This is an optimization exercise on Yosys and OpenROAD, whose aim is small area, a short achievable clock period and few clock cycles, not a production implementation.
RTL that was checked went through simulation tests only; none was proved equivalent to the original.

// gfrs_enc
module gfrs_enc (
    input  wire        clk,
    input  wire        rst,           
    input  wire        cmd_valid,
    output wire        cmd_ready,
    input  wire [1:0]  cmd_op,        
    input  wire [3:0]  cmd_k,
    input  wire [15:0] cmd_poly,
    input  wire [15:0] cmd_base,
    input  wire [15:0] cmd_n,
    input  wire [7:0]  cmd_t,
    input  wire        in_valid,
    output wire        in_ready,
    input  wire [15:0] in_data,
    output wire        out_valid,
    input  wire        out_ready,
    output wire [11:0] out_data,
    output reg         done,
    output reg  [3:0]  status,
    output reg  [3:0]  einfo,
    output reg         field_valid
);
    localparam OP_INIT = 2'd0;
    localparam OP_ENC  = 2'd1;
    localparam C_OK      = 4'd0;
    localparam C_ILLEGAL = 4'd1;
    localparam C_ARG     = 4'd2;
    localparam C_NOFIELD = 4'd3;
    localparam I_WORDSIZE  = 4'd1;
    localparam I_POLYDEG   = 4'd2;
    localparam I_NOTPRIM   = 4'd3;
    localparam I_GENBASE   = 4'd4;
    localparam I_ECCOUNT   = 4'd6;
    localparam I_DATACOUNT = 4'd7;
    localparam I_LENGTH    = 4'd8;
    localparam I_CWRANGE   = 4'd9;
    localparam I_TCAP      = 4'd12;
    localparam S_IDLE = 4'd0;
    localparam S_IA   = 4'd1;    
    localparam S_IH   = 4'd2;    
    localparam S_IEXP = 4'd3;
    localparam S_ICHK = 4'd4;
    localparam S_GEN  = 4'd5;
    localparam S_DATA = 4'd6;
    localparam S_PAR  = 4'd7;
    localparam S_WALK = 4'd8;    
  ...
Settings: LEC_CHECK=0, CAP_MARGIN=20, CORE_MARGIN=2, CORE_UTILIZATION=35, SLEW_MARGIN=20; clock period 15.0 ns.
standard.sh (not shown) runs the stock make flow with config.mk's settings and CLKGATE_MAP_FILE= SYNTH_SCRIPT=/design/flow/synth_recipe.tcl, a recipe that flattens the netlist after the stock synthesis.
==> flow/flow/run.sh <==
#!/bin/bash
set -euo pipefail
bash standard.sh SETUP_SLACK_MARGIN=9.8 cts > make_cts.log 2>&1
bash standard.sh SETUP_SLACK_MARGIN=9.4 finish > make.log 2>&1
The first run produced a clean layout.
Testbench counts at the start, summed over its fixed seeds: cycles 15,522.
Then changed:
==> flow/flow/run.sh (replaced) <==
#!/bin/bash
set -euo pipefail
bash standard.sh SETUP_SLACK_MARGIN=10 cts > make_cts.log 2>&1
bash standard.sh SETUP_SLACK_MARGIN=9.5 finish > make.log 2>&1
Outcome: Global-route usage went up by 0.92 points. Final cell count went up by 1.0%. Routed wire length went up by 2.2%. Sequential cell count does not change. Design area went up by 2.8%.
Then changed:
Settings changed: CAP_MARGIN 20 to 10, SLEW_MARGIN 20 to 10.
Synthesized area stays the same.
Routed wire length is about the same.
Synthesized cell count stays the same.
Final area drops slightly.

---

gfrs_enc, a different RTL version from the one above (not shown whole).
Size: ~4,100 cells after synthesis, roughly 320 flip-flops.
Settings: LEC_CHECK=0, CAP_MARGIN=20, CORE_MARGIN=2, CORE_UTILIZATION=35, SLEW_MARGIN=20; clock period 15.0 ns.
==> flow/flow/run.sh <==
#!/bin/bash
set -euo pipefail
bash standard.sh SETUP_SLACK_MARGIN=11 finish > make.log 2>&1
Next try:
==> flow/flow/run.sh (replaced) <==
#!/bin/bash
set -euo pipefail
bash standard.sh SETUP_SLACK_MARGIN=10 cts > make_cts.log 2>&1
bash standard.sh SETUP_SLACK_MARGIN=9.5 finish > make.log 2>&1
Effect:
- synthesized cell count stays the same
- non-clock buffer count decreases by 487
- routed wire length falls by 8.3%
- sequential share of layout area climbs by 4.5 points
No functional check of the RTL was part of any run of this note.

---

## maple
gfrs_enc, a different RTL version from the one above (not shown whole).
Size: roughly 110 I/O pins, roughly 34000 um^2 of cells after synthesis.
// gfrs_enc
module gfrs_enc (
    input  wire        clk,
    input  wire        rst,           
    input  wire        cmd_valid,
    output wire        cmd_ready,
    input  wire [1:0]  cmd_op,        
    input  wire [3:0]  cmd_k,
    input  wire [15:0] cmd_poly,
    input  wire [15:0] cmd_base,
    input  wire [15:0] cmd_n,
    input  wire [7:0]  cmd_t,
    input  wire        in_valid,
    output wire        in_ready,
    input  wire [15:0] in_data,
    output wire        out_valid,
    input  wire        out_ready,
    output wire [11:0] out_data,
    output reg         done,
    output reg  [3:0]  status,
    output reg  [3:0]  einfo,
    output reg         field_valid
);
    localparam OP_INIT = 2'd0;
    localparam OP_ENC  = 2'd1;
    localparam C_OK      = 4'd0;
    localparam C_ILLEGAL = 4'd1;
    localparam C_ARG     = 4'd2;
    localparam C_NOFIELD = 4'd3;
    localparam I_WORDSIZE  = 4'd1;
    localparam I_POLYDEG   = 4'd2;
    localparam I_NOTPRIM   = 4'd3;
    localparam I_GENBASE   = 4'd4;
    localparam I_ECCOUNT   = 4'd6;
    localparam I_DATACOUNT = 4'd7;
    localparam I_LENGTH    = 4'd8;
    localparam I_CWRANGE   = 4'd9;
    localparam I_TCAP      = 4'd12;
    localparam S_IDLE = 4'd0;
    localparam S_IA   = 4'd1;    
    localparam S_IH   = 4'd2;    
    localparam S_IEXP = 4'd3;
    localparam S_ICHK = 4'd4;
    localparam S_GEN  = 4'd5;
    localparam S_DATA = 4'd6;
    localparam S_PAR  = 4'd7;
    localparam S_WALK = 4'd8;    
    reg [3:0]  state;
    reg        sidle, sdat, spar;    
    reg [11:0] r7x;          
    reg        p2;           
    reg        chk;          
    reg [2:0]  pcur;         
    reg        w2;           
    reg [11:0] root2;        
    reg        owed;         
    reg        glast;        
    reg [12:0] poly;         
    reg [4:0]  ksel;         
    reg [11:0] alpha_b;      
    reg [18:0] hh;           
    reg [11:0] xreg;         
    reg        vld;          
    reg [3:0]  cnt;
    reg [3:0]  tcnt;         
    reg [11:0] kcnt;         
    reg        cw_err;
    reg        gb_bad;       
    reg        phi, bhi;     
    reg [4:0]  ef;           
    reg [11:0] g [0:7];
    reg [11:0] r [0:7];
    integer i, j, q;
  ...
clock: 15.0 ns
lec_check: 0
cap_margin: 20
core_margin: 2
core_utilization: 35
slew_margin: 20
==> flow/flow/run.sh <==
#!/bin/bash
set -euo pipefail
bash standard.sh SETUP_SLACK_MARGIN=9.6 cts > make_cts.log 2>&1
bash standard.sh SETUP_SLACK_MARGIN=9.2 finish > make.log 2>&1
Testbench counts of maple, summed over its fixed seeds: cycles 15,522.
#### Input delta (xenon over maple)
==> flow/flow/run.sh <==
#!/bin/bash
set -euo pipefail
bash standard.sh SETUP_SLACK_MARGIN=10 cts > make_cts.log 2>&1
bash standard.sh SETUP_SLACK_MARGIN=9.5 finish > make.log 2>&1
## What came out
g[6][3]$_DFFE_PP_ as the destination of the critical timing path was reported by xenon, and r7x[9]$_SDFF_PP0_ by maple.
NOTE: final critical path time including I/O delays and setup in xenon falls short of that of maple
The sequential share of layout area of xenon is lower than that of maple.
On number of violations reported at the end of detailed-routing iteration 0: xenon sits below maple.
There was hardly any difference in area after synthesis between maple and xenon.
Going from maple to xenon, cell count picked up an extra 72; layout buffer count excluding clock buffers went up.
For pepper, these inputs were changed with respect to xenon:
--- a/flow/config.mk
+++ b/flow/config.mk
@@ -7,5 +7,5 @@
 export LEC_CHECK = 0
-export CAP_MARGIN = 20
+export CAP_MARGIN = 10
 export CORE_MARGIN = 2
 export CORE_UTILIZATION = 35
-export SLEW_MARGIN = 20
+export SLEW_MARGIN = 10
## What came out
- Changes observed in pepper relative to xenon: count of filler cells inserted in the layout stayed essentially flat.
- Sort pepper and xenon by worst hold slack desc -> top: xenon
- Sort pepper and xenon by clock period minus final worst setup slack, ascending, and xenon comes first.
- xenon has a higher final worst setup slack than pepper.
- Compared with xenon, count of nets after finishing in pepper increased slightly.
- Re number of cells upsized or downsized after cts: xenon was lower than pepper.
Edits applied to the flow inputs when going from pepper to ember:
==> flow/flow/run.sh <==
#!/bin/bash
set -euo pipefail
bash standard.sh SETUP_SLACK_MARGIN=10 cts > make_cts.log 2>&1
bash standard.sh SETUP_SLACK_MARGIN=10 finish > make.log 2>&1
--- a/flow/config.mk
+++ b/flow/config.mk
@@ -7,5 +7,5 @@
 export LEC_CHECK = 0
-export CAP_MARGIN = 10
+export CAP_MARGIN = 20
 export CORE_MARGIN = 2
 export CORE_UTILIZATION = 35
-export SLEW_MARGIN = 10
+export SLEW_MARGIN = 20
Findings:
Taking pepper as the reference, in ember worst slew margin relative to its limit +10 points, number of rows in the core area ~0 delta. Taking pepper as the reference, in ember count of multi-input combinational gates ~0 delta; number of vias after detailed routing +2.4%; placed wire-length estimate ~0 delta; cell area reported after detailed placement ~0 delta; largest incremental delay on the critical path +0.02 ns.

static timing again, ports no longer ideal:
The flow's constraints put no driver on any port. The routed layouts listed below were extracted and timed again, unchanged, in two steps.
Step 1 assumes that a clkbuf_16 drives the clock port and a buf_2 every other input.
Step 2, shift: input delay + t, output delay - t, t = (earliest + latest rising clock arrival at the registers) / 2. This alone moves slack from input paths to output paths.
a / b / c = no drivers / after step 1 / after step 2; a / b = the first two.
| run | t, ns | setup slack, ns | hold WS [ns] |
|---|---|---|---|
| the first run of note 1 | 0.680 | 9.519 / 9.519 / 9.388 | 0.503 / 0.503 / 0.503 |
| the second run of note 1 | 0.677 | 9.602 / 9.602 / 9.356 | 0.495 / 0.495 / 0.495 |
| the third run of note 1 | 0.682 | 9.705 / 9.705 / 9.331 | 0.499 / 0.499 / 0.499 |
| the first run of note 2 | 0.680 | 9.715 / 9.715 / 9.715 | 0.523 / 0.523 / 0.523 |
| the second run of note 2 | 0.665 | 9.691 / 9.691 / 9.261 | 0.489 / 0.489 / 0.489 |
| maple | 0.657 | 9.273 / 9.273 / 8.920 | 0.492 / 0.492 / 0.492 |
| xenon | 0.670 | 9.770 / 9.770 / 9.380 | 0.492 / 0.492 / 0.492 |
| pepper | 0.664 | 9.763 / 9.763 / 9.414 | 0.488 / 0.488 / 0.488 |
| ember | 0.668 | 9.896 / 9.896 / 9.485 | 0.495 / 0.495 / 0.495 |
After both steps setup and hold are still met in every run listed. The setup slack of the second run of note 2, which loses most, moves by 0.000 ns with the drivers and by -0.430 ns with both steps.
